From an optimization exercise on the open Yosys and OpenROAD flow, aimed at small area, a short achievable clock period and few clock cycles per item; shortcuts taken in it are not production practice. Function was checked by simulation only, so behaviour that the tests miss may differ from the original.

===== flow/config.mk =====
export PLATFORM = sky130hd
export DESIGN_NAME = nbhd_filter
export DESIGN_NICKNAME = nbhd_filter
export VERILOG_FILES = /design/flow/design.v
export SDC_FILE = /design/flow/constraint.sdc
export NUM_CORES = 4
export LEC_CHECK = 0
export CAP_MARGIN = 20
export CORE_MARGIN = 2
export CORE_UTILIZATION = 40
export SLEW_MARGIN = 20

===== flow/constraint.sdc =====
create_clock -name core_clock -period 35.0 [get_ports {clk}]
set_input_delay 7.0000 -clock core_clock [delete_from_list [all_inputs] [get_ports {clk}]]
set_output_delay 7.0000 -clock core_clock [all_outputs]
set_load 0.01 [all_outputs]

===== flow/design.v =====
module nbhd_sharpen (
    input  wire [71:0] win,
    output reg  [7:0]  pix
);
    wire signed [12:0] t = $signed({5'd0, win[39:32]}) * 13'sd6
                         - $signed({5'd0, win[15:8]})
                         - $signed({5'd0, win[31:24]})
                         - $signed({5'd0, win[47:40]})
                         - $signed({5'd0, win[63:56]});
    wire signed [12:0] t1 = t + 13'sd1;
    always @* begin
        if (t <= 13'sd0)
            pix = 8'd0;
        else if (t >= 13'sd510)
            pix = 8'd255;
        else
            pix = t1[8:1];   
    end
endmodule
module nbhd_sobel (
    input  wire [71:0] win,
    output reg  [7:0]  pix
);
    wire [11:0] n0 = {4'd0, win[7:0]};
    wire [11:0] n1 = {4'd0, win[15:8]};
    wire [11:0] n2 = {4'd0, win[23:16]};
    wire [11:0] n3 = {4'd0, win[31:24]};
    wire [11:0] n5 = {4'd0, win[47:40]};
    wire [11:0] n6 = {4'd0, win[55:48]};
    wire [11:0] n7 = {4'd0, win[63:56]};
    wire [11:0] n8 = {4'd0, win[71:64]};
    wire signed [11:0] sx = $signed((n2 + (n5 << 1) + n8) - (n0 + (n3 << 1) + n6));
    wire signed [11:0] sy = $signed((n6 + (n7 << 1) + n8) - (n0 + (n1 << 1) + n2));
    wire [21:0] m = sx * sx + sy * sy;
    reg [11:0] root;
    reg [23:0] rem;
    reg [23:0] trial;
    reg [11:0] q;
    integer i;
    always @* begin
        root = 12'd0;
        rem  = 24'd0;
        for (i = 10; i >= 0; i = i - 1) begin
            rem   = {rem[21:0], m[2*i+1 -: 2]};
            trial = {10'd0, root, 2'b01};
            if (rem >= trial) begin
                rem  = rem - trial;
                root = {root[10:0], 1'b1};
            end else begin
                root = {root[10:0], 1'b0};
            end
        end
        q = (rem > {12'd0, root}) ? root + 12'd1 : root;
        pix = (q > 12'd255) ? 8'd255 : q[7:0];
    end
endmodule
module nbhd_median (
    input  wire [71:0] win,
    output wire [7:0]  pix
);
    reg [71:0] v;
    reg [7:0]  a, b;
    integer r, j;
    always @* begin
        v = win;
        for (r = 0; r < 9; r = r + 1) begin
            for (j = r % 2; j < 8; j = j + 2) begin
                a = v[8*j +: 8];
                b = v[8*(j+1) +: 8];
                if (a > b) begin
                    v[8*j +: 8]     = b;
                    v[8*(j+1) +: 8] = a;
                end
            end
        end
    end
    assign pix = v[39:32];
endmodule
module nbhd_filter (
    input  wire        clk,
    input  wire        rst,         
    input  wire        in_valid,
    output wire        in_ready,
    input  wire [1:0]  in_op,       
    input  wire [71:0] in_win,
    output wire        out_valid,
    output wire [7:0]  out_pix
);
    localparam OP_SHARPEN = 2'd0;
    localparam OP_SOBEL   = 2'd1;
    localparam OP_MEDIAN  = 2'd2;
    localparam OP_COPY    = 2'd3;
    reg        s1_valid;
    reg [1:0]  s1_op;
    reg [71:0] s1_win;
    reg        s2_valid;
    reg [7:0]  s2_pix;
    assign in_ready = 1'b1;
    always @(posedge clk) begin
        if (rst)
            s1_valid <= 1'b0;
        else
            s1_valid <= in_valid;
    end
    always @(posedge clk) begin
        if (in_valid) begin
            s1_op  <= in_op;
            s1_win <= in_win;
        end
    end
    wire [7:0] sharpen_pix, sobel_pix, median_pix;
    nbhd_sharpen u_sharpen (.win(s1_win), .pix(sharpen_pix));
    nbhd_sobel   u_sobel   (.win(s1_win), .pix(sobel_pix));
    nbhd_median  u_median  (.win(s1_win), .pix(median_pix));
    reg [7:0] result;
    always @* begin
        case (s1_op)
            OP_SHARPEN: result = sharpen_pix;
            OP_SOBEL:   result = sobel_pix;
            OP_MEDIAN:  result = median_pix;
            default:    result = s1_win[39:32];
        endcase
    end
    always @(posedge clk) begin
        if (rst)
            s2_valid <= 1'b0;
        else
            s2_valid <= s1_valid;
    end
    always @(posedge clk) begin
        if (s1_valid)
            s2_pix <= result;
    end
    assign out_valid = s2_valid;
    assign out_pix   = s2_pix;
endmodule

===== flow/run.sh =====
#!/bin/bash
# synth_recipe.tcl (not shown) runs the flow's synth.tcl, then flattens the netlist and writes it again
# the make line also repeats each setting of config.mk as NAME=value (left out here)
make -C /OpenROAD-flow-scripts/flow DESIGN_CONFIG=/design/flow/config.mk WORK_HOME=/design/flow/orfs CLKGATE_MAP_FILE= SYNTH_SCRIPT=/design/flow/synth_recipe.tcl finish

==> results.py <==
metrics = {
    "run_status": {
        "status": "no timing/DRC/antenna violations",
    },
    "floorplanning": {
        "die_y_um": 297.7,
        "placementRows": 107,
        "die_w_um": 297.7,
        "start_util_pct": 40.47,
        "dieArea_sq_um": 88650,
        "fp.coreArea_sq_um": 85280,
        "ios": 87,
    },
    "place": {
        "dp_cells": 5500,
        "numPortBuffers": 85,
        "finalWeightedCongestion": 0.9505,
        "dp_hpwl_mm": 89.20,
        "place_area_sq_um": 37890,
    },
    "global_route": {
        "grt_use_total_pct": 23.24,
        "antenna_found_initial": 1,
        "grt_first_pass_wirelength_mm": 165.7,
        "grt-ovfl-total": 0,
        "grt_pass1_vias": 30796,
        "grt_max_degree": 66,
    },
    "sta": {
        "setup_viol": 0,
        "slew_headroom_pct": 26.25,
        "finalHoldViolCount": 0,
        "period_share_pct": 95.20,
        "min_period_ns": 33.32,
        "hold-worst-slack_ns": 0.6596,
        "worst_slew_pin_slew_ns": 1.092,
        "drv_slew": 0,
        "clock.fmax_mhz": 30.01,
        "clock-skew-final_ns": 0.01325,
    },
    "routing": {
        "dr.pass1.iters": 5,
        "wire_per_inst_um": 18.67,
        "drt-total-wl_mm": 104.4,
        "vias": 30518,
        "routed_via_density": 5.460,
        "ant_nets": 0,
        "drc": 0,
        "drt_iter0_markers": 1826,
    },
    "finish": {
        "area_delta_synth_final_pct": 14.15,
        "nNetsFinal": 5325,
        "fillers": 8471,
        "ff_latch_area_sq_um": 2502,
        "drive_gt1_share_pct": 11.83,
        "antenna_cells": 0,
        "design_area_sq_um": 39400,
        "multiInputGateArea_sq_um": 29750,
        "final_cells": 5589,
    },
    "worst_setup_path": {
        "r2r_cells": 163,
        "critPathMaxFanout": 28,
        "critPathKind": "reg2reg",
        "critPathMaxStageDelay_ns": 0.59,
        "crit_required_ns": 35.12,
        "endpoint": "s2_pix[3]",
        "rr_endpoint": "s2_pix[3]",
        "arrival_ns": 33.44,
        "cp-startpoint": "s1_win[49]",
        "crit_path_frequent_cell": "a21oi_2",
        "end_kind": "register",
        "crit_slowest_cell": "fa_1",
        "startpoint_type": "register",
        "r2r_start": "s1_win[49]",
        "r2r_slack_ns": 1.68,
    },
    "synthesis": {
        "yosys.cell_types.count": 119,
        "synth_seq_cells": 84,
        "syn_area_per_cell_sq_um": 8.239,
        "synthCells": 4189,
        "yosys_most_used_dff": "edfxtp_1",
        "synth-warning-count": 4,
        "synth_edf_count": 82,
        "synth_area_sq_um": 34510,
        "synth_top_area_share_pct": 18.50,
        "synthArstFlopShare_pct": 0,
        "synth_area_leader_cell": "fa_1",
        "yosys-top-cells-area": "fa_1, ha_1, mux2i_1",
        "ys_seq_area_share_pct": 7.251,
    },
    "clocking": {
        "cts_hold_buffers": 0,
        "ctsLongestPathBuffers": 2,
        "cts_max_level": 3,
        "clk_latency_ns": 0.38,
        "cts_made_buffers": 9,
        "clock-sinks": 84,
        "clk_pin_slew_worst_paths_ns": 0.08,
        "cts_tree": "done",
        "clockRootBuffer": "clkbuf_16",
    },
    "min_path": {
        "min_path_type": "reg2reg",
    },
    "run": {
        "max_cap_viol_count": 0,
    },
}
-- placed cells by master, fill, tap and decap left out, types with 10 or more instances in the layout --
| cell | n |
|---|---|
| o21ai_0 | 228 |
| and2_1 | 14 |
| nor4_1 | 13 |
| buf_4 | 230 |
| edfxtp_1 | 82 |
| o21a_1 | 46 |
| a211oi_1 | 26 |
| or3_1 | 14 |
| nor2b_1 | 52 |
| mux2i_1 | 266 |
| nand2b_1 | 50 |
| nor2_1 | 263 |
| nor2_2 | 23 |
| o21ai_1 | 29 |
| o22a_1 | 10 |
| mux2_2 | 51 |
| and4_1 | 15 |
| nand4_1 | 41 |
| a21oi_1 | 231 |
| nor3_1 | 39 |
| or2_2 | 15 |
| ha_1 | 476 |
| and3_1 | 32 |
| clkdlybuf4s50_1 | 84 |
| xor2_1 | 68 |
| nand2_1 | 242 |
| fa_1 | 314 |
| o21bai_1 | 47 |
| inv_1 | 689 |
| a31oi_1 | 23 |
| o211ai_1 | 24 |
| a21oi_2 | 35 |
| ha_4 | 11 |
| xnor2_1 | 134 |
| a21o_1 | 88 |
| nand3_1 | 98 |
| a21boi_1 | 10 |
-- repair_timing --
item | 4_1_cts | 5_1_grt
setup endpoints to repair | 8 | 8
gates cloned | 0 | 3
pin swaps | 4 | 63
setup buffers | 7 | 62
gates resized for setup | 8 | 130
-- per-layer routing --
| layer | vias up | part of all wire, % | global-route usage (%) |
|---|---|---|---|
| li1 | 14987 | - | - |
| met1 | 14662 | 42 | 28.75 |
| met2 | 715 | 51 | 43.07 |
| met3 | 152 | 3.6 | 1.626 |
| met4 | 2 | 3.3 | 6.566 |
| met5 | - | 0.012 | 0 |
-- cells in the mapped netlist, types with 10 or more instances --
library cell and count:
fa_1 319, ha_1 489, a31oi_1 24, or3_1 16
xnor2_1 139, nand4_1 41, o22a_1 10, a21boi_1 10
and3_1 34, a211oi_1 28, mux2i_1 272, a21oi_1 268
edfxtp_1 82, nor4_1 14, clkbuf_1 48, clkinv_1 10
buf_2 11, nor2b_1 52, a21o_1 89, o211ai_1 24
o21a_1 46, mux2_2 52, nor2_1 286, o21ai_0 243
nand2_1 245, or2_2 16, xor2_1 69, inv_1 696
nand2b_1 51, and2_1 14, buf_1 21, nand3_1 100
and4_1 16, o21bai_1 47, nor3_1 43, o21ai_1 22
-- flip-flops by register name (all words and copies together) (netlist names) --
| signal | count |
|---|---|
| s1_win | 72 |
| s2_pix | 8 |
| s2_valid | 1 |
| s1_op | 2 |
| s1_valid | 1 |
-- layout make-up --
type / instances / share of cell area (%)
Clock inverter: 6 / 0.2445
Clock buffer: 10 / 0.5812
Timing Repair Buffer: 322 / 6.822
Inverter: 710 / 6.828
Timing Repair inverter: 1 / 0.02223
Tap cell: 1144 / 3.633
Multi-Input combinational cell: 3312 / 75.52
Sequential cell: 84 / 6.352
-- worst max-delay path, delay by kind of cell (launching register included) --
| family | cells | cell delay [ns] |
|---|---|---|
| compound gates | 67 | 11.08 |
| flops | 1 | 0.40 |
| buf+inv | 17 | 1.63 |
| simple gates | 44 | 8.13 |
| fa+ha+maj | 23 | 8.45 |
| xor+xnor | 4 | 1.18 |
| mux | 8 | 2.13 |
-- cells by family after synthesis --
kind of cell	count (synthesis)	share of synthesized area [%]
other cells	1	0.01087
compound gates	978	18.39
flops	84	7.251
buf+inv	797	8.821
simple gates	981	14.04
fa+ha+maj	809	36.26
xor+xnor	213	5.554
mux	326	9.669
-- how the worst min path moves through the flow --
stage | cells after the start | startpoint | end
after floorplan | 0 | s1_valid | s2_pix[0]
after global placement | 0 | s1_valid | s2_pix[5]
after detailed placement | 0 | s1_valid | s2_pix[5]
after CTS | 0 | s1_valid | s2_pix[6]
after global routing | 0 | s1_valid | s2_pix[6]
final | 0 | s1_valid | s2_pix[6]
-- metrics by stage --
| step | setup slack, ns | setup TNS, ns | util, % |
|---|---|---|---|
| 2_1_floorplan | 0.02998 | 0 | - |
| 3_3_place_gp | 0.04463 | 0 | 44.42 |
| 3_5_place_dp | -0.8279 | -6.454 | 44.43 |
| 4_1_cts | 0.02859 | 0 | 44.94 |
| 5_1_grt | -0.2558 | -1.772 | 46.20 |
| 6_report | 1.679 | 0 | 46.20 |
Testbench counts, summed over its fixed seeds: cycles 24,008, items 24,000.

## afterwards: timing with drivers on the ports
How much do the figures lean on ideal ports? The routed layout below was timed once more, with nothing changed but the port constraints.
Step 1 sets driving cells, clkbuf_16 on the clock port and buf_2 on the other inputs (assumed; they add their load-dependent delay and slew).
Step 2 also shifts input and output timing later by t, the mid clock arrival at the registers, as if the neighbouring blocks saw the same clock.
a / b / c = no drivers / after step 1 / after step 2; a / b = the first two.
shift t [ns]: 0.420
setup slack, ns: 1.679 / 1.679 / 1.679
worst register clock-pin slew, ns: 0.08 / 0.08
worst slew at a driven data input, ns: 0.05
cell pins on the clock port's net: 1
After both steps setup and hold are still met in this run. The setup slack of this run moves by 0.000 ns with the drivers and by 0.000 ns with both steps.
